What follows belongs to an exercise in optimizing a design on an open flow for small area, a short achievable clock period and few clock cycles; a production flow would make more cautious choices. The RTL was checked by simulation tests, not by an equivalence proof against the original design.

==> flow/design.v (outline; a module is shown in full before it is edited, if it fits) <==
// module bicubic_scaler: 669 lines
// module csamac_27x9: 1583 lines
// module csamul_27x19: 2963 lines
module bicubic_scaler (
    input  wire        clk,
    input  wire        rst,
    input  wire        start,
    input  wire        ch4,
    input  wire [15:0] src_addr,
    input  wire [15:0] dst_addr,
    input  wire [7:0]  old_w,
    input  wire [7:0]  old_h,
    input  wire [7:0]  new_w,
    input  wire [7:0]  new_h,
    output reg         busy,
    output reg         done,
    output reg         error,
    output reg         mem_valid,
    output reg         mem_we,
    output reg  [15:0] mem_addr,
    output reg  [7:0]  mem_wdata,
    input  wire        mem_ready,
    input  wire [7:0]  mem_rdata
);
  // ...
==> flow/run.sh <==
#!/bin/bash
# synth_recipe.tcl (not shown) runs the flow's synth.tcl, then flattens the netlist and writes it again
# the make line also repeats each setting of config.mk as NAME=value (left out here)
make -C /OpenROAD-flow-scripts/flow DESIGN_CONFIG=/design/flow/config.mk WORK_HOME=/design/flow/orfs CLKGATE_MAP_FILE= SYNTH_SCRIPT=/design/flow/synth_recipe.tcl finish
==> flow/config.mk <==
export PLATFORM = sky130hd
export DESIGN_NAME = bicubic_scaler
export DESIGN_NICKNAME = bicubic_scaler
export VERILOG_FILES = /design/flow/design.v
export SDC_FILE = /design/flow/constraint.sdc
export NUM_CORES = 4
export LEC_CHECK = 0
export CAP_MARGIN = 70
export CORE_MARGIN = 2
export CORE_UTILIZATION = 40
export SLEW_MARGIN = 70
==> flow/constraint.sdc <==
create_clock -name core_clock -period 20.0 [get_ports {clk}]
set_input_delay 4.0000 -clock core_clock [delete_from_list [all_inputs] [get_ports {clk}]]
set_output_delay 4.0000 -clock core_clock [all_outputs]
set_load 0.01 [all_outputs]
==> impl_metrics.py, run 1 <==
metrics = {
    "finish": {
        "top_regs": "num: 63 flops, R: 59 flops, den3: 52 flops",
        "final_layout_size_suffix_gt1_frac": 0.0886,
        "sequential_cell_total": 1645,
        "n_antenna_cell": 7,
        "area_growth_pct": 12.9,
        "comb.multi_input.count": 9267,
        "ff_latch_area_mm2": 0.0461,
        "buffer_area_frac": 0.0318,
    },
    "critical_path": {
        "reg2reg_slack_ps": 14210,
        "cpLargestDelayFamily": "buffers and inverters",
        "reg2regPathDepth": 20,
    },
    "detailed_routing": {
        "wl_met3_mm": 22.9,
        "drc": 0,
        "initialDrtViolationCount": 8080,
    },
    "sta": {
        "maxSlewViolCount": 0,
        "fmax_mhz": 163,
    },
    "synth": {
        "synthMuxAreaShare": 0.0478,
        "synth_compound_area_frac": 0.121,
        "synth_top_area_frac": 0.307,
        "synthArstFlopShare": 0,
        "syn_nets": 14658,
    },
    "die": {
        "dieArea_mm2": 0.323,
        "die_y_um": 568,
        "coreArea_mm2": 0.318,
        "n_tap_cell": 4180,
    },
    "grt": {
        "grt_util_met3": 0.0282,
    },
    "placed_design": {
        "gp_congestion": 0.919,
        "dp_hpwl_mm": 292,
    },
    "min_path": {
        "min_path_cells": 0,
    },
    "outcome": {
        "status": "complete, no violations",
    },
    "clock_network": {
        "postCtsHoldBufs": 0,
        "cts-htree-levels": 4,
        "cts_buffers": 196,
    },
}
Testbench counts, summed over its fixed seeds: cycles 84,119.
==> module bicubic_scaler, before the edit <==
module bicubic_scaler (
    input  wire        clk,
    input  wire        rst,
    input  wire        start,
    input  wire        ch4,
    input  wire [15:0] src_addr,
    input  wire [15:0] dst_addr,
    input  wire [7:0]  old_w,
    input  wire [7:0]  old_h,
    input  wire [7:0]  new_w,
    input  wire [7:0]  new_h,
    output reg         busy,
    output reg         done,
    output reg         error,
    output reg         mem_valid,
    output reg         mem_we,
    output reg  [15:0] mem_addr,
    output reg  [7:0]  mem_wdata,
    input  wire        mem_ready,
    input  wire [7:0]  mem_rdata
);
    localparam ST_IDLE  = 3'd0;
    localparam ST_SETUP = 3'd1;
    localparam ST_READ  = 3'd2;
    localparam ST_WAITW = 3'd3;
    localparam ST_FIN   = 3'd4;
    reg [2:0]  st;
    reg [3:0]  sc;         
    reg        c4;
    reg [7:0]  ow, oh, nw, nh;
    reg [15:0] dst_ptr;
    reg [15:0] rowbase;    
    wire [2:0] cn = c4 ? 3'd4 : 3'd3;
    reg [7:0]  qx, rxs, qy, rys;
    reg [9:0]  stride;     
    reg [9:0]  cqx;        
    reg [15:0] qstride;    
    reg [24:0] n3x, n3y;   
    reg [49:0] den;        
    reg [51:0] den3;       
    reg [7:0]  dvx_rem, dvx_quo, dvy_rem, dvy_quo;
    reg  [7:0] owsh, ohsh;     
    wire [8:0] dvx_tr = {dvx_rem, owsh[7]};
    wire [8:0] dvy_tr = {dvy_rem, ohsh[7]};
    wire       dvx_ge = dvx_tr >= {1'b0, nw};
    wire       dvy_ge = dvy_tr >= {1'b0, nh};
    wire [8:0] dvx_sub = dvx_tr - {1'b0, nw};
    wire [8:0] dvy_sub = dvy_tr - {1'b0, nh};
    wire [7:0] dvx_rem_n = dvx_ge ? dvx_sub[7:0] : dvx_tr[7:0];
    wire [7:0] dvy_rem_n = dvy_ge ? dvy_sub[7:0] : dvy_tr[7:0];
    reg [7:0]  dx, fx, rx, dy, fy, ry;
    reg [15:0] pixaddr;    
    reg [15:0] bytestart, rowstart, cur;
    reg [1:0]  k, tn, to;          
    reg [1:0]  ix0, ix1, jy0, jy1;
    reg        need_y;             
    reg signed [26:0] A0, A1, A2, A3, B0, B1, B2, B3;
    reg        axis;
    reg [1:0]  n0, n1, o0, o1;
    reg        ldA, ldA_wn, ldB, ldB_wn;
    reg        np_axis, nr_axis;
    wire [15:0] instep  = axis ? {6'd0, stride} : {13'd0, cn};
    wire [15:0] outstep = axis ? {13'd0, cn} : {6'd0, stride};
    wire [1:0] ai = axis ? to : tn;
    wire [1:0] bj = axis ? tn : to;
    reg        np_wr, nr_wr;
    reg [7:0]  np_rsum, nr_rsum;
    reg [7:0]  np_rx, np_fx;
    reg [15:0] np_pix;
    reg [1:0]  np_ix0, np_ix1;
    reg [15:0] np_bs;
    reg [7:0]  nr_ry, nr_fy;
    reg [15:0] nr_rowbase;
    reg [1:0]  nr_jy0, nr_jy1;
    reg [15:0] nr_bs;
    localparam W_IDLE = 2'd0;
    localparam W_ADV  = 2'd1;
    localparam W_MUL  = 2'd2;
    localparam W_FULL = 2'd3;
    reg [1:0]  wst;
    reg [2:0]  wc;
    reg        wkind;      
    reg [7:0]  wdx, wfx, wrx, wdy, wfy, wry;
    reg [7:0]  ws;
    reg        fl_f0, fl_fo1, fl_fo2, fl_nz3;
    reg [15:0] T1, T2, T3;
    reg [17:0] E2;
    reg [26:0] WN0, WN1, WN2, WN3;
    reg  [7:0]  ma;
    reg  [17:0] mb;
    wire [25:0] mp = ma * mb;
    reg  [25:0] mpr;           
    wire [7:0] w_r  = wkind ? wry : wrx;
    wire [7:0] w_f  = wkind ? wfy : wfx;
    wire [7:0] w_o  = wkind ? oh : ow;
    wire [7:0] w_n  = wkind ? nh : nw;
    wire [24:0] w_n3 = wkind ? n3y : n3x;
    wire [7:0] w_s  = w_n - w_r;
    wire [8:0] wrx_sum = wrx + rxs;
    wire       wrx_wr  = wrx_sum >= {1'b0, nw};
    wire [8:0] wrx_sub = wrx_sum - {1'b0, nw};
    wire [7:0] wrx_n   = wrx_wr ? wrx_sub[7:0] : wrx_sum[7:0];
    wire [8:0] wry_sum = wry + rys;
    wire       wry_wr  = wry_sum >= {1'b0, nh};
    wire [8:0] wry_sub = wry_sum - {1'b0, nh};
    wire [7:0] wry_n   = wry_wr ? wry_sub[7:0] : wry_sum[7:0];
    reg signed [26:0] q_a, q_b;    
    reg        q_rf, q_rl, q_bf, q_bl;
    reg        s1_v, s1_rf, s1_rl, s1_bf, s1_bl;
    reg [7:0]  rd;
    reg signed [26:0] s1_a;
    reg [35:0] ra_s, ra_c;
    reg        s2_v, s2_bf, s2_bl;
    reg signed [26:0] s2_b;
    reg signed [26:0] mbw;         
    reg [18:0] mop;                
    reg signed [17:0] rhi;
    reg        m1_v, m1_bf, m1_bl, lo_v, lo_bf, lo_bl, hi_v, hi_bl, dl_v;
    reg [62:0] Ms, Mc;
    reg signed [62:0] num;
    wire [35:0] mac1_s, mac1_c;
    csamac_27x9 u_mac1 (
        .a(s1_a), .b({1'b0, rd}),
        .x0(s1_rf ? 36'd0 : ra_s), .x1(s1_rf ? 36'd0 : ra_c),
        .s(mac1_s), .c(mac1_c));
    wire [35:0] ra_full = ra_s + ra_c;
    wire [62:0] m_s, m_c;
    csamul_27x19 u_mac2 (.a(mbw), .b(mop), .s(m_s), .c(m_c));
    wire signed [62:0] acc_x = (lo_v && lo_bf) ? $signed({14'd0, den[49:1]}) : num;
    wire [62:0] acc_ys = lo_v ? Ms : {Ms[44:0], 18'd0};
    wire [62:0] acc_yc = lo_v ? Mc : {Mc[44:0], 18'd0};
    wire signed [62:0] numn = acc_x + acc_ys + acc_yc;
    reg        dv_busy, dv_hold, dv_neg;
    reg [2:0]  dv_cnt;
    reg [58:0] R;
    reg [7:0]  dq;
    wire [59:0] D1 = {3'd0, den, 7'd0};
    wire [59:0] D2 = {2'd0, den, 8'd0};
    wire [59:0] D3 = {1'b0, den3, 7'd0};
    wire [60:0] dt1 = {2'b0, R} - {1'b0, D1};
    wire [60:0] dt2 = {2'b0, R} - {1'b0, D2};
    wire [60:0] dt3 = {2'b0, R} - {1'b0, D3};
    wire        g1 = ~dt1[60];
    wire        g2 = ~dt2[60];
    wire        g3 = ~dt3[60];
    wire [1:0]  dd = g3 ? 2'd3 : g2 ? 2'd2 : g1 ? 2'd1 : 2'd0;
    wire [58:0] dRn = g3 ? dt3[58:0] : g2 ? dt2[58:0] : g1 ? dt1[58:0] : R;
    wire [8:0]  dq_fin = {dq, dd[1]};
    wire [7:0]  dres = dv_neg ? 8'd0 : (dq_fin[8] ? 8'd255 : dq_fin[7:0]);
    wire        dv_fin = dv_busy && !dv_hold && (dv_cnt == 3'd4);
    reg        wq0_v, wq1_v;
    reg [7:0]  wq0_d, wq1_d;
    wire       res_push = !wq1_v && (dv_fin || (dv_busy && dv_hold));
    wire [7:0] res_d    = dv_hold ? dq : dres;
    wire       wreg_v   = wq0_v;
    reg [1:0]  pend;
    reg [2:0]  timer;
    wire is_bl   = (tn == n1) && (to == o1);
    wire out_bl  = mem_valid && !mem_we && q_rl && q_bl;
    wire cand_ok = (st == ST_READ) &&
                   (!is_bl || (pend <= 2'd2 && timer >= 3'd3 && !out_bl));
    wire take    = !mem_valid || mem_ready;
    wire acc     = mem_valid && mem_ready;
    wire rd_acc  = acc && !mem_we;
    wire wr_acc  = acc && mem_we;
    wire bl_acc  = rd_acc && q_rl && q_bl;
    wire issue_w = take && wreg_v;
    wire issue_r = take && !wreg_v && cand_ok;
    reg signed [26:0] A_sel, B_sel;
    always @(*) begin
        case (ai)
            2'd0: A_sel = ldA ? -$signed(WN0) : A0;
            2'd1: A_sel = ldA ? (ldA_wn ? $signed(WN1) : $signed({2'd0, n3x})) : A1;
            2'd2: A_sel = ldA ? $signed(WN2) : A2;
            default: A_sel = ldA ? -$signed(WN3) : A3;
        endcase
        case (bj)
            2'd0: B_sel = ldB ? -$signed(WN0) : B0;
            2'd1: B_sel = ldB ? (ldB_wn ? $signed(WN1) : $signed({2'd0, n3y})) : B1;
            2'd2: B_sel = ldB ? $signed(WN2) : B2;
            default: B_sel = ldB ? -$signed(WN3) : B3;
        endcase
    end
    wire [8:0]  g_rx_sum = rx + rxs;
    wire        g_rx_wr  = g_rx_sum >= {1'b0, nw};
    wire [8:0]  g_rx_sub = g_rx_sum - {1'b0, nw};
    wire [8:0]  g_ry_sum = ry + rys;
    wire        g_ry_wr  = g_ry_sum >= {1'b0, nh};
    wire [8:0]  g_ry_sub = g_ry_sum - {1'b0, nh};
    wire [7:0]  ow_m1 = ow - 8'd1;
    wire [7:0]  ow_m2 = ow - 8'd2;
    wire [7:0]  oh_m1 = oh - 8'd1;
    wire [7:0]  oh_m2 = oh - 8'd2;
    wire        npb_ix0 = (np_fx == 8'd0) || (np_rx == 8'd0);
    wire [1:0]  npb_ix1 = (np_rx == 8'd0 || np_fx == ow_m1) ? 2'd1 :
                          (np_fx == ow_m2) ? 2'd2 : 2'd3;
    wire        nrb_jy0 = (nr_fy == 8'd0) || (nr_ry == 8'd0);
    wire [1:0]  nrb_jy1 = (nr_ry == 8'd0 || nr_fy == oh_m1) ? 2'd1 :
                          (nr_fy == oh_m2) ? 2'd2 : 2'd3;
    wire [15:0] rowoff  = (jy0 == 2'd0) ? {6'd0, stride} : 16'd0;
    wire last_in_row = (dx == nw - 8'd1);
    wire last_row    = (dy == nh - 8'd1);
    always @(posedge clk) begin
        rd    <= mem_rdata;
        mpr   <= mp;
        if (rd_acc) begin
            s1_a  <= q_a;
            s1_rf <= q_rf;
            s1_rl <= q_rl;
            s1_bf <= q_bf;
            s1_bl <= q_bl;
        end
        if (s1_v) begin
            ra_s <= mac1_s;
            ra_c <= mac1_c;
        end
        if (rd_acc && q_rl)
            s2_b  <= q_b;
        if (s1_v && s1_rl) begin
            s2_bf <= s1_bf;
            s2_bl <= s1_bl;
        end
        if (s2_v) begin
            mbw <= s2_b;
            mop <= {1'b0, ra_full[17:0]};
            rhi <= ra_full[35:18];
        end else if (m1_v)
            mop <= {rhi[17], rhi};
        Ms <= m_s;
        Mc <= m_c;
        m1_bf <= s2_bf;
        m1_bl <= s2_bl;
        lo_bf <= m1_bf;
        lo_bl <= m1_bl;
        hi_bl <= lo_bl;
        if (lo_v || hi_v)
            num <= numn;
        np_wr   <= g_rx_wr;
        np_rsum <= g_rx_wr ? g_rx_sub[7:0] : g_rx_sum[7:0];
        np_rx   <= np_rsum;
        np_fx   <= fx + qx + {7'd0, np_wr};
        np_pix  <= pixaddr + {6'd0, cqx} + (np_wr ? {13'd0, cn} : 16'd0);
        np_ix0  <= npb_ix0 ? 2'd1 : 2'd0;
        np_ix1  <= npb_ix1;
        np_axis <= (jy1 - jy0) > (npb_ix1 - (npb_ix0 ? 2'd1 : 2'd0));
        np_bs   <= np_pix - rowoff - (npb_ix0 ? 16'd0 : {13'd0, cn});
        nr_wr   <= g_ry_wr;
        nr_rsum <= g_ry_wr ? g_ry_sub[7:0] : g_ry_sum[7:0];
        nr_ry   <= nr_rsum;
        nr_fy   <= fy + qy + {7'd0, nr_wr};
        nr_rowbase <= rowbase + qstride + (nr_wr ? {6'd0, stride} : 16'd0);
        nr_jy0  <= nrb_jy0 ? 2'd1 : 2'd0;
        nr_jy1  <= nrb_jy1;
        nr_axis <= nrb_jy1 != (nrb_jy0 ? 2'd1 : 2'd0);
        nr_bs   <= nr_rowbase - (nrb_jy0 ? 16'd0 : {6'd0, stride});
        if (rst) begin
            st        <= ST_IDLE;
            busy      <= 1'b0;
            done      <= 1'b0;
            error     <= 1'b0;
            mem_valid <= 1'b0;
            mem_we    <= 1'b0;
            wst       <= W_IDLE;
            s1_v      <= 1'b0;
            s2_v      <= 1'b0;
            m1_v      <= 1'b0;
            lo_v      <= 1'b0;
            hi_v      <= 1'b0;
            dl_v      <= 1'b0;
            dv_busy   <= 1'b0;
            dv_hold   <= 1'b0;
            wq0_v     <= 1'b0;
            wq1_v     <= 1'b0;
            ldA       <= 1'b0;
            ldB       <= 1'b0;
            pend      <= 2'd0;
            timer     <= 3'd7;
        end else begin
            done <= 1'b0;
            s1_v <= rd_acc;
            s2_v <= s1_v && s1_rl;
            m1_v <= s2_v;
            lo_v <= m1_v;
            hi_v <= lo_v;
            dl_v <= hi_v && hi_bl;
            if (dv_busy && !dv_hold) begin
                R      <= {dRn[56:0], 2'b00};
                dq     <= {dq[5:0], dd};
                dv_cnt <= dv_cnt + 3'd1;
            end
            if (dv_fin) begin
                if (!wq1_v) begin
                    dv_busy <= 1'b0;
                end else begin
                    dv_hold <= 1'b1;
                    dq      <= dres;
                end
            end
            if (dv_busy && dv_hold && !wq1_v) begin
                dv_hold <= 1'b0;
                dv_busy <= 1'b0;
            end
            if (dl_v) begin
                dv_busy <= 1'b1;
                dv_hold <= 1'b0;
                dv_cnt  <= 3'd0;
                dv_neg  <= num[62];
                R       <= num[58:0];
                dq      <= 8'd0;
            end
            if (issue_w) begin
                if (res_push) begin
                    wq0_d  <= res_d;
                end else begin
                    wq0_v  <= wq1_v;
                    wq0_d  <= wq1_d;
                end
                wq1_v <= 1'b0;
            end else if (res_push) begin
                if (!wq0_v) begin
                    wq0_v <= 1'b1;
                    wq0_d <= res_d;
                end else begin
                    wq1_v <= 1'b1;
                    wq1_d <= res_d;
                end
            end
            if (take) begin
                if (wreg_v) begin
                    mem_valid <= 1'b1;
                    mem_we    <= 1'b1;
                    mem_addr  <= dst_ptr;
                    mem_wdata <= wq0_d;
                    dst_ptr   <= dst_ptr + 16'd1;
                end else if (cand_ok) begin
                    mem_valid <= 1'b1;
                    mem_we    <= 1'b0;
                    mem_addr  <= cur;
                    q_a       <= axis ? B_sel : A_sel;
                    q_b       <= axis ? A_sel : B_sel;
                    q_rf      <= (tn == n0);
                    q_rl      <= (tn == n1);
                    q_bf      <= (to == o0);
                    q_bl      <= (to == o1);
                end else begin
                    mem_valid <= 1'b0;
                    mem_we    <= 1'b0;
                end
            end
            pend <= pend + {1'b0, issue_r && is_bl} - {1'b0, wr_acc};
            if (bl_acc)
                timer <= 3'd0;
            else if (timer != 3'd7)
                timer <= timer + 3'd1;
            case (wst)
                W_ADV: begin
                    if (wdx != nw - 8'd1) begin
                        wdx   <= wdx + 8'd1;
                        wrx   <= wrx_n;
                        wfx   <= wfx + qx + {7'd0, wrx_wr};
                        wkind <= 1'b0;
                        ma    <= wrx_n;
                        mb    <= {10'd0, wrx_n};
                        if (wrx_n != 8'd0) begin
                            wst <= W_MUL;
                            wc  <= 3'd0;
                        end
                    end else if (wdy != nh - 8'd1) begin
                        wdy   <= wdy + 8'd1;
                        wry   <= wry_n;
                        wfy   <= wfy + qy + {7'd0, wry_wr};
                        wdx   <= 8'd0;
                        wfx   <= 8'd0;
                        wrx   <= 8'd0;
                        wkind <= 1'b1;
                        ma    <= wry_n;
                        mb    <= {10'd0, wry_n};
                        if (wry_n != 8'd0) begin
                            wst <= W_MUL;
                            wc  <= 3'd0;
                        end
                    end else begin
                        wst <= W_IDLE;
                    end
                end
                W_MUL: begin
                    wc <= wc + 3'd1;
                    case (wc)
                        3'd0: begin
                            ws     <= w_s;
                            fl_f0  <= (w_f == 8'd0);
                            fl_fo1 <= (w_f == w_o - 8'd1);
                            fl_fo2 <= (w_f == w_o - 8'd2);
                            fl_nz3 <= ({1'b0, w_f} + 9'd2 < {1'b0, w_o});
                            ma     <= w_s;
                            mb     <= {10'd0, w_s};
                        end
                        3'd1: begin
                            T1 <= mpr[15:0];
                            ma <= w_r;
                            mb <= {10'd0, ws};
                        end
                        3'd2: begin
                            T2 <= mpr[15:0];
                            ma <= w_r;
                            mb <= {2'd0, mpr[15:0]};
                        end
                        3'd3: begin
                            T3 <= mpr[15:0];
                            ma <= ws;
                            mb <= {2'd0, T1};
                        end
                        3'd4: begin
                            WN0 <= fl_f0 ? 27'd0 : {1'b0, mpr};
                            E2  <= {2'd0, T2} + {T3, 2'b00} + (fl_fo2 ? {2'd0, T3} : {1'b0, T3, 1'b0}) + {1'b0, T1, 1'b0};
                            ma  <= ws;
                            mb  <= {2'd0, T1} + {T3, 2'b00} + (fl_f0 ? {2'd0, T3} : {1'b0, T3, 1'b0}) + {1'b0, T2, 1'b0};
                        end
                        3'd5: begin
                            WN3 <= fl_nz3 ? {1'b0, mpr} : 27'd0;
                            ma  <= w_r;
                            mb  <= E2;
                        end
                        3'd6: begin
                            WN1 <= fl_fo1 ? {2'd0, w_n3} + WN0 : {1'b0, mpr};
                        end
                        default: begin
                            WN2 <= fl_fo1 ? 27'd0 : {1'b0, mpr};
                            wst <= W_FULL;
                        end
                    endcase
                end
                default: ;
            endcase
            if (ldA) begin
                ldA <= 1'b0;
                if (ldA_wn) begin
                    A0 <= -$signed(WN0); A1 <= $signed(WN1);
                    A2 <= $signed(WN2);  A3 <= -$signed(WN3);
                end else
                    A1 <= $signed({2'd0, n3x});
            end
            if (ldB) begin
                ldB <= 1'b0;
                if (ldB_wn) begin
                    B0 <= -$signed(WN0); B1 <= $signed(WN1);
                    B2 <= $signed(WN2);  B3 <= -$signed(WN3);
                end else
                    B1 <= $signed({2'd0, n3y});
            end
            if ((ldA && ldA_wn) || (ldB && ldB_wn))
                wst <= W_ADV;
            case (st)
                ST_IDLE: begin
                    if (start) begin
                        c4      <= ch4;
                        rowbase <= src_addr;
                        dst_ptr <= dst_addr;
                        ow      <= old_w;
                        oh      <= old_h;
                        nw      <= new_w;
                        nh      <= new_h;
                        error   <= 1'b0;
                        wst     <= W_IDLE;
                        if (old_w == 8'd0 || old_h == 8'd0 ||
                            new_w == 8'd0 || new_h == 8'd0) begin
                            error <= 1'b1;
                            done  <= 1'b1;
                        end else begin
                            busy    <= 1'b1;
                            st      <= ST_SETUP;
                            sc      <= 4'd0;
                            dvx_rem <= 8'd0;
                            dvy_rem <= 8'd0;
                            owsh    <= old_w;
                            ohsh    <= old_h;
                        end
                    end
                end
                ST_SETUP: begin
                    sc <= sc + 4'd1;
                    if (sc[3] == 1'b0) begin
                        dvx_rem <= dvx_rem_n;
                        dvy_rem <= dvy_rem_n;
                        owsh    <= {owsh[6:0], 1'b0};
                        ohsh    <= {ohsh[6:0], 1'b0};
                        dvx_quo <= {dvx_quo[6:0], dvx_ge};
                        dvy_quo <= {dvy_quo[6:0], dvy_ge};
                    end
                    case (sc)
                        4'd0: begin
                            ma     <= nw;
                            mb     <= {10'd0, nw};
                            den    <= 50'd0;
                            stride <= c4 ? {ow, 2'b00} : {1'b0, ow, 1'b0} + {2'b00, ow};
                        end
                        4'd2: begin
                            ma <= nw;
                            mb <= {2'd0, mpr[15:0]};
                        end
                        4'd4: begin
                            n3x <= {mpr[23:0], 1'b0};
                            ma  <= nh;
                            mb  <= {10'd0, nh};
                        end
                        4'd6: begin
                            ma <= nh;
                            mb <= {2'd0, mpr[15:0]};
                        end
                        4'd7: begin
                            qx  <= {dvx_quo[6:0], dvx_ge};
                            rxs <= dvx_rem_n;
                            qy  <= {dvy_quo[6:0], dvy_ge};
                            rys <= dvy_rem_n;
                        end
                        4'd8: begin
                            n3y <= {mpr[23:0], 1'b0};
                            ma  <= qy;
                            mb  <= {8'd0, stride};
                            cqx <= c4 ? {qx, 2'b00} : {1'b0, qx, 1'b0} + {2'b00, qx};
                        end
                        4'd9: begin
                            mbw   <= $signed({2'd0, n3x});
                            mop   <= {1'b0, n3y[17:0]};
                            rhi   <= {11'd0, n3y[24:18]};
                            m1_v  <= 1'b1;
                            m1_bf <= 1'b1;
                            m1_bl <= 1'b0;
                        end
                        4'd10: qstride <= mpr[15:0];
                        4'd13: den <= num[49:0];
                        4'd14: den3 <= {2'b00, den} + {1'b0, den, 1'b0};
                        4'd1, 4'd3, 4'd5, 4'd11, 4'd12: ;
                        default: begin
                            dx <= 8'd0; fx <= 8'd0; rx <= 8'd0;
                            dy <= 8'd0; fy <= 8'd0; ry <= 8'd0;
                            pixaddr   <= rowbase;
                            bytestart <= rowbase;
                            rowstart  <= rowbase;
                            cur       <= rowbase;
                            k   <= 2'd0;
                            tn  <= 2'd1; to  <= 2'd1;
                            axis <= 1'b0;
                            n0 <= 2'd1; n1 <= 2'd1; o0 <= 2'd1; o1 <= 2'd1;
                            ldA <= 1'b0; ldB <= 1'b0;
                            ix0 <= 2'd1; ix1 <= 2'd1;
                            jy0 <= 2'd1; jy1 <= 2'd1;
                            A1  <= $signed({2'd0, n3x});
                            B1  <= $signed({2'd0, n3y});
                            timer <= 3'd7;
                            st  <= ST_READ;
                            wst <= W_ADV;
                            wdx <= 8'd0; wfx <= 8'd0; wrx <= 8'd0;
                            wdy <= 8'd0; wfy <= 8'd0; wry <= 8'd0;
                        end
                    endcase
                end
                ST_READ: begin
                    if (issue_r) begin
                        if (tn != n1) begin
                            tn  <= tn + 2'd1;
                            cur <= cur + instep;
                        end else if (to != o1) begin
                            to       <= to + 2'd1;
                            tn       <= n0;
                            rowstart <= rowstart + outstep;
                            cur      <= rowstart + outstep;
                        end else if ({1'b0, k} != cn - 3'd1) begin
                            k         <= k + 2'd1;
                            tn        <= n0;
                            to        <= o0;
                            bytestart <= bytestart + 16'd1;
                            rowstart  <= bytestart + 16'd1;
                            cur       <= bytestart + 16'd1;
                        end else begin
                            k <= 2'd0;
                            if (!last_in_row) begin
                                dx        <= dx + 8'd1;
                                fx        <= np_fx;
                                rx        <= np_rx;
                                pixaddr   <= np_pix;
                                ix0       <= np_ix0;
                                ix1       <= np_ix1;
                                bytestart <= np_bs;
                                rowstart  <= np_bs;
                                cur       <= np_bs;
                                axis <= np_axis;
                                if (np_axis) begin
                                    tn <= jy0; to <= np_ix0;
                                    n0 <= jy0; n1 <= jy1; o0 <= np_ix0; o1 <= np_ix1;
                                end else begin
                                    tn <= np_ix0; to <= jy0;
                                    n0 <= np_ix0; n1 <= np_ix1; o0 <= jy0; o1 <= jy1;
                                end
                                need_y    <= 1'b0;
                                if (np_rx == 8'd0) begin
                                    ldA    <= 1'b1;
                                    ldA_wn <= 1'b0;
                                end else if (wst == W_FULL) begin
                                    ldA    <= 1'b1;
                                    ldA_wn <= 1'b1;
                                end else
                                    st <= ST_WAITW;
                            end else if (!last_row) begin
                                dx        <= 8'd0;
                                fx        <= 8'd0;
                                rx        <= 8'd0;
                                dy        <= dy + 8'd1;
                                fy        <= nr_fy;
                                ry        <= nr_ry;
                                rowbase   <= nr_rowbase;
                                pixaddr   <= nr_rowbase;
                                ix0       <= 2'd1;
                                ix1       <= 2'd1;
                                jy0       <= nr_jy0;
                                jy1       <= nr_jy1;
                                axis <= nr_axis;
                                if (nr_axis) begin
                                    tn <= nr_jy0; to <= 2'd1;
                                    n0 <= nr_jy0; n1 <= nr_jy1; o0 <= 2'd1; o1 <= 2'd1;
                                end else begin
                                    tn <= 2'd1; to <= nr_jy0;
                                    n0 <= 2'd1; n1 <= 2'd1; o0 <= nr_jy0; o1 <= nr_jy1;
                                end
                                bytestart <= nr_bs;
                                rowstart  <= nr_bs;
                                cur       <= nr_bs;
                                need_y    <= 1'b1;
                                ldA       <= 1'b1;
                                ldA_wn    <= 1'b0;
                                if (nr_ry == 8'd0) begin
                                    ldB    <= 1'b1;
                                    ldB_wn <= 1'b0;
                                end else if (wst == W_FULL) begin
                                    ldB    <= 1'b1;
                                    ldB_wn <= 1'b1;
                                end else
                                    st <= ST_WAITW;
                            end else begin
                                st <= ST_FIN;
                            end
                        end
                    end
                end
                ST_WAITW: begin
                    if (wst == W_FULL) begin
                        if (need_y) begin
                            B0 <= -$signed(WN0); B1 <= $signed(WN1);
                            B2 <= $signed(WN2);  B3 <= -$signed(WN3);
                        end else begin
                            A0 <= -$signed(WN0); A1 <= $signed(WN1);
                            A2 <= $signed(WN2);  A3 <= -$signed(WN3);
                        end
                        wst <= W_ADV;
                        st  <= ST_READ;
                    end
                end
                ST_FIN: begin
                    if (pend == 2'd0 || (pend == 2'd1 && wr_acc)) begin
                        busy <= 1'b0;
                        done <= 1'b1;
                        st   <= ST_IDLE;
                    end
                end
                default: st <= ST_IDLE;
            endcase
        end
    end
endmodule
==> run 2, diff against run 1 <==
--- a/flow/design.v
+++ b/flow/design.v
@@ -169,16 +169,16 @@
     reg signed [26:0] A_sel, B_sel;
     always @(*) begin
         case (ai)
-            2'd0: A_sel = ldA ? -$signed(WN0) : A0;
+            2'd0: A_sel = ldA ? $signed(WN0) : A0;
             2'd1: A_sel = ldA ? (ldA_wn ? $signed(WN1) : $signed({2'd0, n3x})) : A1;
             2'd2: A_sel = ldA ? $signed(WN2) : A2;
-            default: A_sel = ldA ? -$signed(WN3) : A3;
+            default: A_sel = ldA ? $signed(WN3) : A3;
         endcase
         case (bj)
-            2'd0: B_sel = ldB ? -$signed(WN0) : B0;
+            2'd0: B_sel = ldB ? $signed(WN0) : B0;
             2'd1: B_sel = ldB ? (ldB_wn ? $signed(WN1) : $signed({2'd0, n3y})) : B1;
             2'd2: B_sel = ldB ? $signed(WN2) : B2;
-            default: B_sel = ldB ? -$signed(WN3) : B3;
+            default: B_sel = ldB ? $signed(WN3) : B3;
         endcase
     end
     wire [8:0]  g_rx_sum = rx + rxs;
@@ -411,18 +411,18 @@
                             mb <= {2'd0, T1};
                         end
                         3'd4: begin
-                            WN0 <= fl_f0 ? 27'd0 : {1'b0, mpr};
+                            WN0 <= fl_f0 ? 27'd0 : -{1'b0, mpr};
                             E2  <= {2'd0, T2} + {T3, 2'b00} + (fl_fo2 ? {2'd0, T3} : {1'b0, T3, 1'b0}) + {1'b0, T1, 1'b0};
                             ma  <= ws;
                             mb  <= {2'd0, T1} + {T3, 2'b00} + (fl_f0 ? {2'd0, T3} : {1'b0, T3, 1'b0}) + {1'b0, T2, 1'b0};
                         end
                         3'd5: begin
-                            WN3 <= fl_nz3 ? {1'b0, mpr} : 27'd0;
+                            WN3 <= fl_nz3 ? -{1'b0, mpr} : 27'd0;
                             ma  <= w_r;
                             mb  <= E2;
                         end
                         3'd6: begin
-                            WN1 <= fl_fo1 ? {2'd0, w_n3} + WN0 : {1'b0, mpr};
+                            WN1 <= fl_fo1 ? {2'd0, w_n3} - WN0 : {1'b0, mpr};
                         end
                         default: begin
                             WN2 <= fl_fo1 ? 27'd0 : {1'b0, mpr};
@@ -435,16 +435,16 @@
             if (ldA) begin
                 ldA <= 1'b0;
                 if (ldA_wn) begin
-                    A0 <= -$signed(WN0); A1 <= $signed(WN1);
-                    A2 <= $signed(WN2);  A3 <= -$signed(WN3);
+                    A0 <= $signed(WN0); A1 <= $signed(WN1);
+                    A2 <= $signed(WN2);  A3 <= $signed(WN3);
                 end else
                     A1 <= $signed({2'd0, n3x});
             end
             if (ldB) begin
                 ldB <= 1'b0;
                 if (ldB_wn) begin
-                    B0 <= -$signed(WN0); B1 <= $signed(WN1);
-                    B2 <= $signed(WN2);  B3 <= -$signed(WN3);
+                    B0 <= $signed(WN0); B1 <= $signed(WN1);
+                    B2 <= $signed(WN2);  B3 <= $signed(WN3);
                 end else
                     B1 <= $signed({2'd0, n3y});
             end
@@ -645,11 +645,11 @@
                 ST_WAITW: begin
                     if (wst == W_FULL) begin
                         if (need_y) begin
-                            B0 <= -$signed(WN0); B1 <= $signed(WN1);
-                            B2 <= $signed(WN2);  B3 <= -$signed(WN3);
+                            B0 <= $signed(WN0); B1 <= $signed(WN1);
+                            B2 <= $signed(WN2);  B3 <= $signed(WN3);
                         end else begin
-                            A0 <= -$signed(WN0); A1 <= $signed(WN1);
-                            A2 <= $signed(WN2);  A3 <= -$signed(WN3);
+                            A0 <= $signed(WN0); A1 <= $signed(WN1);
+                            A2 <= $signed(WN2);  A3 <= $signed(WN3);
                         end
                         wst <= W_ADV;
                         st  <= ST_READ;
--- a/flow/config.mk
+++ b/flow/config.mk
@@ -7,5 +7,5 @@
 export LEC_CHECK = 0
 export CAP_MARGIN = 70
 export CORE_MARGIN = 2
-export CORE_UTILIZATION = 40
+export CORE_UTILIZATION = 55
 export SLEW_MARGIN = 70
==> run 2 against run 1 <==
  * Still clean on timing, DRC and antenna
  * Final cell count down 9.0%
  * Utilization up 16 points
  * Clock-buffer cell count down 9
  * Worst setup slack worse by 72 ps
  * Flip-flop and latch count up 2
  * Hold slack better by 2.4 ps
  * Area after synthesis down 0.45%
  * Critical path depth up 8
==> impl_metrics.py, run 2 <==
metrics = {
    "outcome": {
        "status": "complete, no violations",
    },
    "placed_design": {
        "dp_hpwl_mm": 304,
        "gp_congestion": 0.938,
        "portBuffers": 105,
        "dpl.cell_count": 15400,
    },
    "detailed_routing": {
        "initialDrtViolationCount": 8833,
        "dr_total_vias": 95286,
        "drc": 0,
        "viasPerCell": 6.03,
        "ant_nets": 0,
        "route.final.wire_length_mm": 400,
        "wl_per_cell_um": 25.3,
        "dr.pass1.iters": 8,
    },
    "synth": {
        "synth_seq_area_share": 0.363,
        "avgSynthCellArea_um2": 10.1,
        "synth_fa_ha_area_frac": 0.216,
        "synthTopCellsByArea": "edfxtp_1 (31%), fa_1 (14%), ha_1 (7.3%), dfxtp_1 (5.4%), inv_1 (4.3%)",
        "synth_xor_area_frac": 0.0462,
        "synth_top_area_cell": "edfxtp_1",
        "yosysUniqueCellTypes": 108,
        "synth_compound_area_frac": 0.122,
        "synth.most_common_cell": "inv_1",
        "yosys.area_share.simple": 0.134,
        "synth_top_family_by_area": "adder cells",
        "synth-seq-cells": 1647,
        "synthArstFlopShare": 0,
        "syn_area_mm2": 0.127,
        "synthMuxAreaShare": 0.0586,
        "synth_common_cells": "inv_1 (1,465), edfxtp_1 (1,306), nand2_1 (1,138), fa_1 (906), ha_1 (742)",
        "synthFlopType": "edfxtp_1",
        "synth_top_area_frac": 0.309,
        "synth_edf_count": 1306,
        "yosysWarnings": 1,
        "synthCells": 12496,
        "syn_nets": 14221,
    },
    "sta": {
        "maxSlewViolCount": 0,
        "hold_violations": 0,
        "fin_crit_ps": 6210,
        "fin_worst_skew_ps": 62.3,
        "tightestPinTransition_ps": 508,
        "rsz0062_at_grt": "no",
        "fmax_mhz": 161,
        "setup_tns_ps": 0,
        "setup_viol": 0,
        "slew_headroom": 0.662,
        "period_share": 0.311,
    },
    "finish": {
        "top_regs": "num: 63 flops, R: 59 flops, den3: 52 flops",
        "nets": 14318,
        "mostFrequentLayoutCell": "inv_1",
        "top_register": "num",
        "largest_register_ffs": 63,
        "final_cells": 15801,
        "final_cell_mix": "inv_1 (1,460), edfxtp_1 (1,306), nand2_1 (1,129)",
        "final_layout_size_suffix_gt1_frac": 0.102,
        "fill_cells": 18935,
        "area_growth_pct": 11.6,
    },
    "clock_network": {
        "clock_sinks": 1647,
        "clockRootBuffer": "clkbuf_16",
        "cts-htree-levels": 4,
        "cts_resized": 0,
        "clkLatencyLatePin_ps": 860,
        "postCtsHoldBufs": 0,
        "cts_tree": "done",
        "cts_setup_buffers": 0,
        "cts_buffers": 187,
        "cts.clk_slew.worst_paths_ps": 60,
        "clockBufferDepth": 3,
    },
    "grt": {
        "grt_util_all_layers": 0.337,
        "grt_pass1_wl_mm": 599,
        "antenna_found_initial": 21,
        "grt.overflow.total": 0,
        "grt_max_degree": 71,
        "first_global_vias": 95377,
    },
    "critical_path": {
        "reg2reg_slack_ps": 14420,
        "criticalPathCategory": "in -> reg",
        "worstSetupEndpointType": "register",
        "worstPathMaxFanout": 37,
        "crit_required_ps": 20520,
        "cp.arrival_ps": 6730,
        "crit_path_start_kind": "input port",
    },
    "die": {
        "coreArea_mm2": 0.230,
        "die_x_um": 484,
        "die_y_um": 484,
        "fp-row-count": 176,
        "initial_utilization": 0.552,
        "dieArea_mm2": 0.234,
        "io_pins": 106,
    },
    "min_path": {
        "hold_class": "reg -> reg",
    },
    "job": {
        "cap_violations": 0,
    },
}
-- run 2: critical path: stages --
cell and delay, ps:
clkdlybuf4s50_1 560, nor2b_1 130, or3_1 430, inv_1 250, o21ai_2 150, nand2b_1 320, nor2_4 240, buf_4 230
buf_6 350
-- run 2: stage by stage --
stage | instance area [um2] | hold WS (ps) | util | worst slack (ps)
floorplan | 127000 | 310 | - | 4860
global placement | 131000 | 311 | 0.570 | 12620
detailed placement | 134000 | 314 | 0.585 | 12840
CTS | 141000 | 325 | 0.613 | 13730
global route | 141000 | 333 | 0.616 | 13750
finish | 141000 | 326 | 0.616 | 13790
-- run 2: layer usage --
layer / track usage / wire (um)
met1: 0.452 / 163000
met2: 0.539 / 185000
met3: 0.0628 / 32600
met4: 0.140 / 18600
met5: 0 / 201
-- run 2: cells by family (layout without fill, tap and decap cells) --
logic type      count (synthesis)  count (layout)
buf+inv                      2023            2285
mux                           649             649
simple gates                 3458            3458
xor+xnor                      669             669
other cells                     0              17
compound gates               2402            2402
flops                        1647            1647
fa+ha+maj                    1648            1648
-- run 2: cell type report --
| type | instances | area (um2) | share of cell area |
|---|---|---|---|
| multi-input cells | 8826 | 74600 | 0.527 |
| diodes | 17 | 42.5 | 0.000301 |
| inverters | 1470 | 5540 | 0.0391 |
| repair buffers | 461 | 4840 | 0.0342 |
| clock buffers | 244 | 5130 | 0.0363 |
| flip-flops and latches | 1647 | 46200 | 0.326 |
| clock inverters | 110 | 1410 | 0.00998 |
| well taps | 3026 | 3790 | 0.0268 |
-- run 2: worst paths after layout --
kind	from	end	depth (start not counted)
setup / recovery	mem_ready	rx[6]	9
hold / removal	np_rsum[7]	np_rx[7]	0
setup reg to reg	rxs[1]	wfx[7]	27
hold reg to reg	np_rsum[7]	np_rx[7]	0
Testbench counts of run 2, summed over its fixed seeds: cycles 84,119.
==> run 3, diff against run 2 <==
--- a/flow/design.v
+++ b/flow/design.v
@@ -37,7 +37,6 @@
     reg [15:0] qstride;    
     reg [24:0] n3x, n3y;   
     reg [49:0] den;        
-    reg [51:0] den3;       
     reg [7:0]  dvx_rem, dvx_quo, dvy_rem, dvy_quo;
     reg  [7:0] owsh, ohsh;     
     wire [8:0] dvx_tr = {dvx_rem, owsh[7]};
@@ -136,10 +135,14 @@
     reg [7:0]  dq;
     wire [59:0] D1 = {3'd0, den, 7'd0};
     wire [59:0] D2 = {2'd0, den, 8'd0};
-    wire [59:0] D3 = {1'b0, den3, 7'd0};
     wire [60:0] dt1 = {2'b0, R} - {1'b0, D1};
     wire [60:0] dt2 = {2'b0, R} - {1'b0, D2};
-    wire [60:0] dt3 = {2'b0, R} - {1'b0, D3};
+    wire [60:0] d3_x = ~{1'b0, D1};
+    wire [60:0] d3_y = ~{1'b0, D2};
+    wire [60:0] d3_r = {2'b0, R};
+    wire [60:0] d3_s = d3_r ^ d3_x ^ d3_y;
+    wire [60:0] d3_c = (d3_r & d3_x) | (d3_r & d3_y) | (d3_x & d3_y);
+    wire [60:0] dt3 = d3_s + {d3_c[59:0], 1'b0} + 61'd2;
     wire        g1 = ~dt1[60];
     wire        g2 = ~dt2[60];
     wire        g3 = ~dt3[60];
@@ -529,8 +532,7 @@
                         end
                         4'd10: qstride <= mpr[15:0];
                         4'd13: den <= num[49:0];
-                        4'd14: den3 <= {2'b00, den} + {1'b0, den, 1'b0};
-                        4'd1, 4'd3, 4'd5, 4'd11, 4'd12: ;
+                        4'd1, 4'd3, 4'd5, 4'd11, 4'd12, 4'd14: ;
                         default: begin
                             dx <= 8'd0; fx <= 8'd0; rx <= 8'd0;
                             dy <= 8'd0; fy <= 8'd0; ry <= 8'd0;
==> run 3 against run 2 <==
  * Global-route usage decreased by 0.11 points
  * Critical path type is now reg -> out
  * Clock skew fell by 5.6 ps
  * Synthesized cell count fell by 2.5%
  * Die area decreased by 2.0%
  * Maximum frequency is 0.15% higher
  * Non-clock buffer count up 14
  * Area after synthesis down 2.0%
  * Wire length decreased by 3.1%
  * Register-to-register slack got worse by 150 ps
==> impl_metrics.py, run 3 <==
metrics = {
    "clock_network": {
        "cts.clk_slew.worst_paths_ps": 60,
        "cts_buffers": 183,
        "cts_setup_buffers": 0,
        "cts_resized": 0,
        "postCtsHoldBufs": 0,
        "clkLatencyLatePin_ps": 850,
        "clock_sinks": 1595,
        "clockRootBuffer": "clkbuf_16",
        "cts-htree-levels": 4,
        "clockBufferDepth": 3,
        "cts_tree": "done",
    },
    "die": {
        "fp-row-count": 174,
        "dieArea_mm2": 0.230,
        "initial_utilization": 0.553,
        "die_x_um": 479,
        "coreArea_mm2": 0.225,
        "io_pins": 106,
        "die_y_um": 479,
    },
    "critical_path": {
        "cp.depth": 1,
        "critPathLaunch": "mem_we",
        "crit_end": "mem_we",
        "reg2reg_slack_ps": 14270,
        "slowest_stage": "clkdlybuf4s50_1",
        "cpLargestDelayFamily": "buffers and inverters",
        "path_cells": "clkdlybuf4s50_1",
        "r2r-end": "num[61]",
        "worstSetupEndpointType": "output port",
        "r2r_start": "lo_v",
        "criticalPathCategory": "reg -> out",
        "path_buf_inv": 1,
        "worstPathMaxFanout": 7,
        "cp.arrival_ps": 2200,
        "slowest_delay_ps": 820,
        "reg2regPathDepth": 21,
        "crit_required_ps": 16000,
        "crit_path_start_kind": "register",
    },
    "job": {
        "cap_violations": 0,
    },
    "finish": {
        "top_register": "num",
        "ff_latch_area_mm2": 0.0446,
        "top_regs": "num: 63 flops, R: 59 flops, den: 50 flops",
        "mostFrequentLayoutCell": "inv_1",
        "nets": 14071,
        "largest_register_ffs": 63,
        "utilization": 0.618,
        "final_cells": 15457,
        "final_cell_mix": "inv_1 (1,428), edfxtp_1 (1,254), nand2_1 (1,068)",
        "multi_input_area_mm2": 0.0735,
        "final_layout_size_suffix_gt1_frac": 0.102,
        "area_growth_pct": 11.7,
        "fill_cells": 18725,
    },
    "sta": {
        "fin_worst_skew_ps": 56.7,
        "period_share": 0.310,
        "setup_tns_ps": 0,
        "slew_headroom": 0.657,
        "fmax_mhz": 161,
        "hold_violations": 0,
        "rsz0062_at_grt": "no",
        "fin_crit_ps": 6200,
        "maxSlewViolCount": 0,
        "setup_viol": 0,
        "tightestPinTransition_ps": 512,
    },
    "synth": {
        "synth_edf_count": 1254,
        "synth_seq_area_share": 0.358,
        "synthTopCellsByArea": "edfxtp_1 (30%), fa_1 (15%), ha_1 (7.5%), dfxtp_1 (5.5%), inv_1 (4.3%)",
        "synth-seq-cells": 1595,
        "synth_top_area_frac": 0.303,
        "synthFlopType": "edfxtp_1",
        "synth_top_area_cell": "edfxtp_1",
        "avgSynthCellArea_um2": 10.2,
        "syn_area_mm2": 0.124,
        "yosysUniqueCellTypes": 89,
        "synthCells": 12188,
        "yosysWarnings": 1,
        "synthArstFlopShare": 0,
        "synth_common_cells": "inv_1 (1,435), edfxtp_1 (1,254), nand2_1 (1,081), fa_1 (955), ha_1 (740)",
        "syn_nets": 13960,
        "synth.most_common_cell": "inv_1",
    },
    "detailed_routing": {
        "dr_total_vias": 92666,
        "drc": 0,
        "route.final.wire_length_mm": 387,
        "viasPerCell": 6.00,
        "ant_nets": 0,
        "dr.pass1.iters": 8,
        "initialDrtViolationCount": 8882,
        "wl_per_cell_um": 25.1,
    },
    "grt": {
        "first_global_vias": 93487,
        "grt.overflow.total": 0,
        "antenna_found_initial": 21,
        "grt_pass1_wl_mm": 585,
        "grt_max_degree": 71,
        "grt_util_all_layers": 0.336,
    },
    "placed_design": {
        "dpl.cell_count": 15079,
        "portBuffers": 105,
        "gp_congestion": 0.931,
        "dp_hpwl_mm": 295,
    },
    "min_path": {
        "hold_class": "reg -> reg",
        "min_from": "np_rsum[2]",
        "min_path_cells": 0,
    },
    "outcome": {
        "status": "complete, no violations",
    },
}
-- run 3: cell types whose count changed after synthesis, moves of 29 or more --
| cell | delta |
|---|---|
| nor2b_1 | +29 |
| edfxtp_1 | -52 |
| nor2_1 | -114 |
| xnor2_1 | -58 |
| o21ai_0 | +95 |
| fa_1 | +49 |
| a21oi_1 | -30 |
| nor3_1 | +45 |
| inv_1 | -30 |
| a21o_1 | -44 |
| o211ai_1 | -34 |
| nand2_1 | -57 |
| a31oi_1 | -36 |
-- run 3: cell families after synthesis --
logic type,Yosys count,share of synthesized area
simple gates,3348,0.134
compound gates,2306,0.116
buf+inv,1987,0.0603
fa+ha+maj,1695,0.228
flops,1595,0.358
mux,656,0.0605
xor+xnor,601,0.0424
-- run 3: final cells by class --
type,instances,area share
Multi-Input combinational cell,8606,0.530
Sequential cell,1595,0.321
Inverter,1438,0.0390
Timing Repair Buffer,475,0.0363
Clock buffer,232,0.0361
Tap cell,2992,0.0270
Clock inverter,115,0.0105
Antenna cell,4,0.0000721
-- run 3: per-stage QoR --
stage	area, um2	setup slack, ps	hold WS, ps
4_1_cts	138000	13740	325
2_1_floorplan	124000	5000	310
3_5_place_dp	132000	13240	314
6_report	139000	13800	327
3_3_place_gp	128000	12450	312
5_1_grt	139000	13750	337
-- run 3: worst reg2reg max path, delay by kind of cell, from the launching register on --
family	cells	cell delay (ps)
fa+ha+maj	3	1080
xor+xnor	1	90
buf+inv	4	620
mux	1	250
flops	1	600
simple gates	2	450
compound gates	10	2400
-- run 3: routing by layer --
metal  up-vias  global-route usage  wire length (um)
li1      41866                   -                 -
met1     46512               0.456            161000
met2      3540               0.532            176000
met3       740              0.0572             29900
met4         8               0.148             20200
met5         -                   0                54
-- run 3: worst min-delay path by stage --
stage,end
after detailed placement,nr_ry[6]
after CTS,np_rx[2]
after global routing,np_rx[7]
after floorplan,hi_bl
after global placement,nr_ry[2]
final,np_rx[2]
Testbench counts of run 3, summed over its fixed seeds: cycles 84,119.
==> run 4, diff against run 3 <==
--- a/flow/design.v
+++ b/flow/design.v
@@ -129,12 +129,12 @@
     wire [62:0] acc_ys = lo_v ? Ms : {Ms[44:0], 18'd0};
     wire [62:0] acc_yc = lo_v ? Mc : {Mc[44:0], 18'd0};
     wire signed [62:0] numn = acc_x + acc_ys + acc_yc;
-    reg        dv_busy, dv_hold, dv_neg;
+    reg        dv_busy, dv_hold, dv_neg, dv_big;
     reg [2:0]  dv_cnt;
     reg [58:0] R;
     reg [7:0]  dq;
-    wire [59:0] D1 = {3'd0, den, 7'd0};
-    wire [59:0] D2 = {2'd0, den, 8'd0};
+    wire [59:0] D1 = {4'd0, den, 6'd0};
+    wire [59:0] D2 = {3'd0, den, 7'd0};
     wire [60:0] dt1 = {2'b0, R} - {1'b0, D1};
     wire [60:0] dt2 = {2'b0, R} - {1'b0, D2};
     wire [60:0] d3_x = ~{1'b0, D1};
@@ -148,20 +148,19 @@
     wire        g3 = ~dt3[60];
     wire [1:0]  dd = g3 ? 2'd3 : g2 ? 2'd2 : g1 ? 2'd1 : 2'd0;
     wire [58:0] dRn = g3 ? dt3[58:0] : g2 ? dt2[58:0] : g1 ? dt1[58:0] : R;
-    wire [8:0]  dq_fin = {dq, dd[1]};
-    wire [7:0]  dres = dv_neg ? 8'd0 : (dq_fin[8] ? 8'd255 : dq_fin[7:0]);
-    wire        dv_fin = dv_busy && !dv_hold && (dv_cnt == 3'd4);
-    reg        wq0_v, wq1_v;
-    reg [7:0]  wq0_d, wq1_d;
-    wire       res_push = !wq1_v && (dv_fin || (dv_busy && dv_hold));
+    wire [7:0]  dres = dv_neg ? 8'd0 : (dv_big ? 8'd255 : {dq[5:0], dd});
+    wire        dv_fin = dv_busy && !dv_hold && (dv_cnt == 3'd3);
+    reg        wq0_v, wq1_v, wq2_v;
+    reg [7:0]  wq0_d, wq1_d, wq2_d;
+    wire       res_push = !wq2_v && (dv_fin || (dv_busy && dv_hold));
     wire [7:0] res_d    = dv_hold ? dq : dres;
     wire       wreg_v   = wq0_v;
-    reg [1:0]  pend;
+    reg [2:0]  pend;
     reg [2:0]  timer;
     wire is_bl   = (tn == n1) && (to == o1);
     wire out_bl  = mem_valid && !mem_we && q_rl && q_bl;
     wire cand_ok = (st == ST_READ) &&
-                   (!is_bl || (pend <= 2'd2 && timer >= 3'd3 && !out_bl));
+                   (!is_bl || (pend <= 3'd3 && timer >= 3'd2 && !out_bl));
     wire take    = !mem_valid || mem_ready;
     wire acc     = mem_valid && mem_ready;
     wire rd_acc  = acc && !mem_we;
@@ -274,9 +273,10 @@
             dv_hold   <= 1'b0;
             wq0_v     <= 1'b0;
             wq1_v     <= 1'b0;
+            wq2_v     <= 1'b0;
             ldA       <= 1'b0;
             ldB       <= 1'b0;
-            pend      <= 2'd0;
+            pend      <= 3'd0;
             timer     <= 3'd7;
         end else begin
             done <= 1'b0;
@@ -292,14 +292,14 @@
                 dv_cnt <= dv_cnt + 3'd1;
             end
             if (dv_fin) begin
-                if (!wq1_v) begin
+                if (!wq2_v) begin
                     dv_busy <= 1'b0;
                 end else begin
                     dv_hold <= 1'b1;
                     dq      <= dres;
                 end
             end
-            if (dv_busy && dv_hold && !wq1_v) begin
+            if (dv_busy && dv_hold && !wq2_v) begin
                 dv_hold <= 1'b0;
                 dv_busy <= 1'b0;
             end
@@ -308,24 +308,35 @@
                 dv_hold <= 1'b0;
                 dv_cnt  <= 3'd0;
                 dv_neg  <= num[62];
+                dv_big  <= num[61:0] >= {4'd0, den, 8'd0};
                 R       <= num[58:0];
                 dq      <= 8'd0;
             end
             if (issue_w) begin
+                wq0_v <= wq1_v;
+                wq0_d <= wq1_d;
+                wq1_v <= wq2_v;
+                wq1_d <= wq2_d;
+                wq2_v <= 1'b0;
                 if (res_push) begin
-                    wq0_d  <= res_d;
-                end else begin
-                    wq0_v  <= wq1_v;
-                    wq0_d  <= wq1_d;
+                    if (!wq1_v) begin
+                        wq0_v <= 1'b1;
+                        wq0_d <= res_d;
+                    end else begin
+                        wq1_v <= 1'b1;
+                        wq1_d <= res_d;
+                    end
                 end
-                wq1_v <= 1'b0;
             end else if (res_push) begin
                 if (!wq0_v) begin
                     wq0_v <= 1'b1;
                     wq0_d <= res_d;
-                end else begin
+                end else if (!wq1_v) begin
                     wq1_v <= 1'b1;
                     wq1_d <= res_d;
+                end else begin
+                    wq2_v <= 1'b1;
+                    wq2_d <= res_d;
                 end
             end
             if (take) begin
@@ -350,7 +361,7 @@
                     mem_we    <= 1'b0;
                 end
             end
-            pend <= pend + {1'b0, issue_r && is_bl} - {1'b0, wr_acc};
+            pend <= pend + {2'b0, issue_r && is_bl} - {2'b0, wr_acc};
             if (bl_acc)
                 timer <= 3'd0;
             else if (timer != 3'd7)
@@ -658,7 +669,7 @@
                     end
                 end
                 ST_FIN: begin
-                    if (pend == 2'd0 || (pend == 2'd1 && wr_acc)) begin
+                    if (pend == 3'd0 || (pend == 3'd1 && wr_acc)) begin
                         busy <= 1'b0;
                         done <= 1'b1;
                         st   <= ST_IDLE;
==> run 4 against run 3 <==
  * Sequential share of layout area down 0.13 points
  * First-iteration DRC count down 8.1%
  * Area after synthesis up 1.7%
  * Still clean
  * Clock-buffer cell count up 22
==> impl_metrics.py, run 4 <==
metrics = {
    "die": {
        "coreArea_mm2": 0.228,
        "dieArea_mm2": 0.233,
        "io_pins": 106,
        "die_x_um": 483,
        "fp-row-count": 175,
        "die_y_um": 483,
        "initial_utilization": 0.554,
    },
    "critical_path": {
        "crit_required_ps": 20480,
        "slowest_stage": "clkdlybuf4s50_1",
        "worstSetupEndpointType": "register",
        "crit_path_start_kind": "input port",
        "cp.arrival_ps": 6580,
        "criticalPathCategory": "in -> reg",
        "worstPathMaxFanout": 42,
        "path_cells": "clkdlybuf4s50_1, nand2b_2, nand3_1, nor2_1, o21ai_1, o21bai_2, a21oi_4, buf_8",
        "slowest_delay_ps": 510,
    },
    "detailed_routing": {
        "ant_nets": 0,
        "dr_total_vias": 94108,
        "dr.pass1.iters": 6,
        "initialDrtViolationCount": 8165,
        "drc": 0,
        "viasPerCell": 6.00,
        "route.final.wire_length_mm": 386,
        "wl_per_cell_um": 24.6,
    },
    "sta": {
        "period_share": 0.305,
        "hold_violations": 0,
        "fin_crit_ps": 6110,
        "fin_worst_skew_ps": 77.3,
        "rsz0062_at_grt": "no",
        "setup_viol": 0,
        "maxSlewViolCount": 0,
        "slew_headroom": 0.666,
        "tightestPinTransition_ps": 500,
        "setup_tns_ps": 0,
        "fmax_mhz": 164,
    },
    "synth": {
        "synthCells": 12456,
        "synthArstFlopShare": 0,
        "avgSynthCellArea_um2": 10.1,
        "yosysWarnings": 1,
        "synth_top_area_frac": 0.300,
        "syn_area_mm2": 0.126,
        "synth_top_area_cell": "edfxtp_1",
        "synthTopCellsByArea": "edfxtp_1 (30%), fa_1 (15%), ha_1 (7.9%), dfxtp_1 (5.4%), inv_1 (4.2%)",
        "synth.most_common_cell": "inv_1",
        "synth_common_cells": "inv_1 (1,425), edfxtp_1 (1,263), nand2_1 (1,134), fa_1 (955), ha_1 (794)",
        "yosysUniqueCellTypes": 103,
        "synth_seq_area_share": 0.355,
        "synth-seq-cells": 1606,
        "synth_edf_count": 1263,
        "syn_nets": 14282,
        "synthFlopType": "edfxtp_1",
    },
    "clock_network": {
        "clockBufferDepth": 3,
        "cts_setup_buffers": 0,
        "cts_tree": "done",
        "cts.clk_slew.worst_paths_ps": 60,
        "clock_sinks": 1606,
        "clkLatencyLatePin_ps": 880,
        "cts_resized": 0,
        "cts_buffers": 184,
        "postCtsHoldBufs": 0,
        "clockRootBuffer": "clkbuf_16",
        "cts-htree-levels": 4,
    },
    "grt": {
        "first_global_vias": 95554,
        "grt_pass1_wl_mm": 585,
        "grt_util_all_layers": 0.327,
        "grt.overflow.total": 0,
        "antenna_found_initial": 15,
        "grt_max_degree": 71,
    },
    "finish": {
        "mostFrequentLayoutCell": "inv_1",
        "top_regs": "num: 63 flops, R: 59 flops, den: 50 flops",
        "fill_cells": 19073,
        "nets": 14333,
        "top_register": "num",
        "area_growth_pct": 11.2,
        "largest_register_ffs": 63,
        "final_layout_size_suffix_gt1_frac": 0.0976,
        "final_cell_mix": "inv_1 (1,417), edfxtp_1 (1,263), nand2_1 (1,122)",
    },
    "outcome": {
        "status": "complete, no violations",
    },
    "placed_design": {
        "dp_hpwl_mm": 292,
        "gp_congestion": 0.937,
        "portBuffers": 105,
    },
    "job": {
        "cap_violations": 0,
    },
    "min_path": {
        "hold_class": "reg -> reg",
    },
}
-- run 4: layout make-up --
class                   instances  area [um2]  share of cell area
multi-input cells            8860       75400               0.537
flip-flops and latches       1606       44900               0.320
inverters                    1430        5380              0.0383
clock buffers                 254        5130              0.0366
repair buffers                425        4510              0.0321
well taps                    3009        3760              0.0268
clock inverters                95        1330             0.00948
diodes                          8        20.0            0.000143
-- run 4: through the flow --
stage          instance area (um2)  setup WS, ps  hold WS (ps)  cells   util
3_3_place_gp                130000         12660           310  15157  0.572
4_1_cts                     140000         13850           317  15655  0.613
6_report                    140000         13890           313  15687  0.616
3_5_place_dp                133000         13050           313  15306  0.585
2_1_floorplan               126000          4830           310  12456      -
5_1_grt                     140000         13630           328  15681  0.616
-- run 4: cells by family after synthesis --
kind of cell | count (synthesis) | synth area share
multiplexers | 649 | 0.0588
adder cells (fa/ha/maj) | 1749 | 0.230
flip-flops | 1606 | 0.355
buffers and inverters | 1990 | 0.0598
AND/OR/NAND/NOR | 3473 | 0.135
AO/OA/AOI/OAI | 2368 | 0.119
XOR/XNOR | 621 | 0.0431
-- run 4: metal layers --
metal	GRT usage	wire (um)	up-vias
met5	0	36	-
met4	0.133	17500	4
met3	0.0423	26000	757
met2	0.544	185000	3518
met1	0.432	158000	47088
li1	-	-	42741
-- run 4: critical path, delay by kind of cell --
| kind | cells | cell delay (ps) |
|---|---|---|
| AND/OR/NAND/NOR | 3 | 870 |
| AO/OA/AOI/OAI | 3 | 770 |
| buffers and inverters | 2 | 860 |
-- run 4: worst paths after layout --
kind                            cells after the start  slack [ps]       from  endpoint
worst max-delay path                                8       13890  mem_ready     dx[0]
worst min register to register                      0         310      m1_bl     lo_bl
worst min-delay path                                0         310      m1_bl     lo_bl
worst max register to register                     27       14010     rxs[1]    wfx[7]
Testbench counts of run 4, summed over its fixed seeds: cycles 79,571.
==> run 5, diff against run 4 <==
--- a/flow/config.mk
+++ b/flow/config.mk
@@ -7,5 +7,5 @@
 export LEC_CHECK = 0
 export CAP_MARGIN = 70
 export CORE_MARGIN = 2
-export CORE_UTILIZATION = 55
+export CORE_UTILIZATION = 40
 export SLEW_MARGIN = 70
==> run 5 against run 4 <==
  * Die area is 37% higher
  * Maximum frequency increased by 0.64%
  * Via count is 2.6% lower
  * Largest cell class unchanged
  * Global-route usage down 10 points
  * Utilization down 16 points
  * Worst setup slack better by 39 ps
  * Final cell count is 7.4% higher
  * Sequential share of layout area decreased by 0.40 points
==> impl_metrics.py, run 5 <==
metrics = {
    "placed_design": {
        "place_area_mm2": 0.135,
        "portBuffers": 105,
        "gp_congestion": 0.925,
        "dpl.cell_count": 16471,
        "place_ws_ps": 13010,
        "dp_hpwl_mm": 276,
    },
    "clock_network": {
        "clkLatencyLatePin_ps": 920,
        "clockBufferDepth": 4,
        "cts_setup_buffers": 0,
        "cts_tree": "done",
        "cts.clk_slew.worst_paths_ps": 60,
        "cts_buffers": 190,
        "cts-htree-levels": 4,
        "postCtsHoldBufs": 0,
        "clockRootBuffer": "clkbuf_16",
        "cts_resized": 0,
        "clock_sinks": 1606,
    },
    "grt": {
        "first_global_vias": 92057,
        "grt.overflow.total": 0,
        "antenna_found_initial": 12,
        "grt_util_all_layers": 0.224,
        "grt_pass1_wl_mm": 560,
        "grt_max_degree": 86,
    },
    "synth": {
        "syn_area_mm2": 0.126,
        "synth_seq_area_share": 0.355,
        "synth-seq-cells": 1606,
        "synthTopCellsByArea": "edfxtp_1 (30%), fa_1 (15%), ha_1 (7.9%), dfxtp_1 (5.4%), inv_1 (4.2%)",
        "synthFlopType": "edfxtp_1",
        "avgSynthCellArea_um2": 10.1,
        "synth_top_area_frac": 0.300,
        "synth_common_cells": "inv_1 (1,425), edfxtp_1 (1,263), nand2_1 (1,134), fa_1 (955), ha_1 (794)",
        "synth_top_area_cell": "edfxtp_1",
        "yosysUniqueCellTypes": 103,
        "synthArstFlopShare": 0,
        "synth_edf_count": 1263,
        "synth.most_common_cell": "inv_1",
        "synthCells": 12456,
        "yosysWarnings": 1,
        "syn_nets": 14282,
    },
    "die": {
        "initial_utilization": 0.402,
        "dieArea_mm2": 0.320,
        "io_pins": 106,
        "die_y_um": 566,
        "fp-row-count": 206,
        "die_x_um": 566,
        "coreArea_mm2": 0.314,
    },
    "critical_path": {
        "slowest_stage": "clkdlybuf4s50_1",
        "reg2reg_slack_ps": 14000,
        "critPathLaunch": "done",
        "slowest_delay_ps": 630,
        "r2r-end": "wq0_d[1]",
        "crit_path_start_kind": "register",
        "cp.arrival_ps": 2070,
        "cp.depth": 1,
        "crit_end": "done",
        "path_buf_inv": 1,
        "worstSetupEndpointType": "output port",
        "r2r_start": "den[1]",
        "cpLargestDelayFamily": "buffers and inverters",
        "crit_required_ps": 16000,
        "reg2regPathDepth": 19,
        "worstPathMaxFanout": 1,
        "path_cells": "clkdlybuf4s50_1",
        "criticalPathCategory": "reg -> out",
    },
    "finish": {
        "top_register": "num",
        "multi_input_area_mm2": 0.0754,
        "final_layout_size_suffix_gt1_frac": 0.0988,
        "area_growth_pct": 12.7,
        "mostFrequentLayoutCell": "inv_1",
        "final_area_mm2": 0.142,
        "largest_register_ffs": 63,
        "nets": 14348,
        "final_cells": 16851,
        "fill_cells": 29523,
        "ff_latch_area_mm2": 0.0449,
        "final_cell_mix": "inv_1 (1,420), edfxtp_1 (1,263), nand2_1 (1,124)",
        "top_regs": "num: 63 flops, R: 59 flops, den: 50 flops",
    },
    "sta": {
        "setup_viol": 0,
        "setup_tns_ps": 0,
        "fin_worst_skew_ps": 132,
        "layout_setup_ws_ps": 13930,
        "rsz0062_at_grt": "no",
        "tightestPinTransition_ps": 475,
        "period_share": 0.304,
        "slew_headroom": 0.683,
        "hold_violations": 0,
        "fin_crit_ps": 6070,
        "maxSlewViolCount": 0,
        "fmax_mhz": 165,
    },
    "detailed_routing": {
        "wl_per_cell_um": 21.6,
        "drc": 0,
        "dr.pass1.iters": 7,
        "dr_total_vias": 91638,
        "ant_nets": 0,
        "route.final.wire_length_mm": 364,
        "viasPerCell": 5.44,
        "initialDrtViolationCount": 7358,
    },
    "outcome": {
        "status": "complete, no violations",
    },
    "min_path": {
        "min_path_cells": 0,
        "hold_class": "reg -> reg",
    },
    "job": {
        "cap_violations": 0,
    },
}
-- run 5: per-layer routing --
metal	part of all wire	wire length (um)	global-route usage	vias up
met5	0.00013	46	0	-
met2	0.49	178000	0.387	2624
met4	0.033	12000	0.0680	6
met3	0.057	20900	0.0262	585
li1	-	-	-	42836
met1	0.42	154000	0.295	45587
-- run 5: worst min-delay path by stage --
| stage | startpoint | to | slack (ps) |
|---|---|---|---|
| after floorplan | lo_bl | hi_bl | 310 |
| after global placement | np_rsum[0] | np_rx[0] | 310 |
| after detailed placement | nr_rsum[5] | nr_ry[5] | 310 |
| after CTS | np_rsum[0] | np_rx[0] | 330 |
| after global routing | nr_rsum[7] | nr_ry[7] | 330 |
| final | np_rsum[5] | np_rx[5] | 320 |
-- run 5: kinds of logic after synthesis --
group,synth area share
DFF,0.355
buffers and inverters,0.0598
and+or+nand+nor,0.135
xor gates and xnor gates,0.0431
adders and majority gates,0.230
muxes,0.0588
AOI/OAI and AO/OA,0.119
-- run 5: cell type report --
cell class / instances / share of cell area
multi-input combinational: 8860 / 0.530
antenna: 8 / 0.000141
clock buffer: 241 / 0.0369
inverter: 1430 / 0.0379
sequential: 1606 / 0.316
timing repair buffer: 434 / 0.0330
tap: 4160 / 0.0366
clock inverter: 112 / 0.0101
-- run 5: through the flow --
stage / hold WS, ps / util
3_5_place_dp: 313 / 0.430
3_3_place_gp: 311 / 0.419
6_report: 325 / 0.453
5_1_grt: 329 / 0.452
2_1_floorplan: 310 / -
4_1_cts: 327 / 0.451

[static timing again, ports no longer ideal]
The flow's constraints put no driver on any port. The routed layouts listed below were extracted and timed again, unchanged, in two steps.
Step 1, drivers: a clkbuf_16 drives clk and a buf_2 each remaining input, both assumed.
Step 2 also shifts input and output timing later by t, the mid clock arrival at the registers, as if the neighbouring blocks saw the same clock.
Three values: ideal ports, drivers, drivers and shift; two values: the first two.
run	shift t [ns]	slack for setup (ns)	hold WS [ns]
run 1	0.974	13.860 / 13.763 / 13.104	0.323 / 0.323 / 0.323
run 2	0.924	13.788 / 13.707 / 12.794	0.326 / 0.326 / 0.326
run 3	0.919	13.798 / 13.703 / 13.084	0.327 / 0.327 / 0.327
run 4	0.923	13.891 / 13.798 / 12.875	0.313 / 0.313 / 0.313
run 5	0.955	13.930 / 13.832 / 13.050	0.325 / 0.325 / 0.325
After both steps setup and hold are still met in every run listed. The setup slack of run 4, which loses most, moves by -0.093 ns with the drivers and by -1.016 ns with both steps.
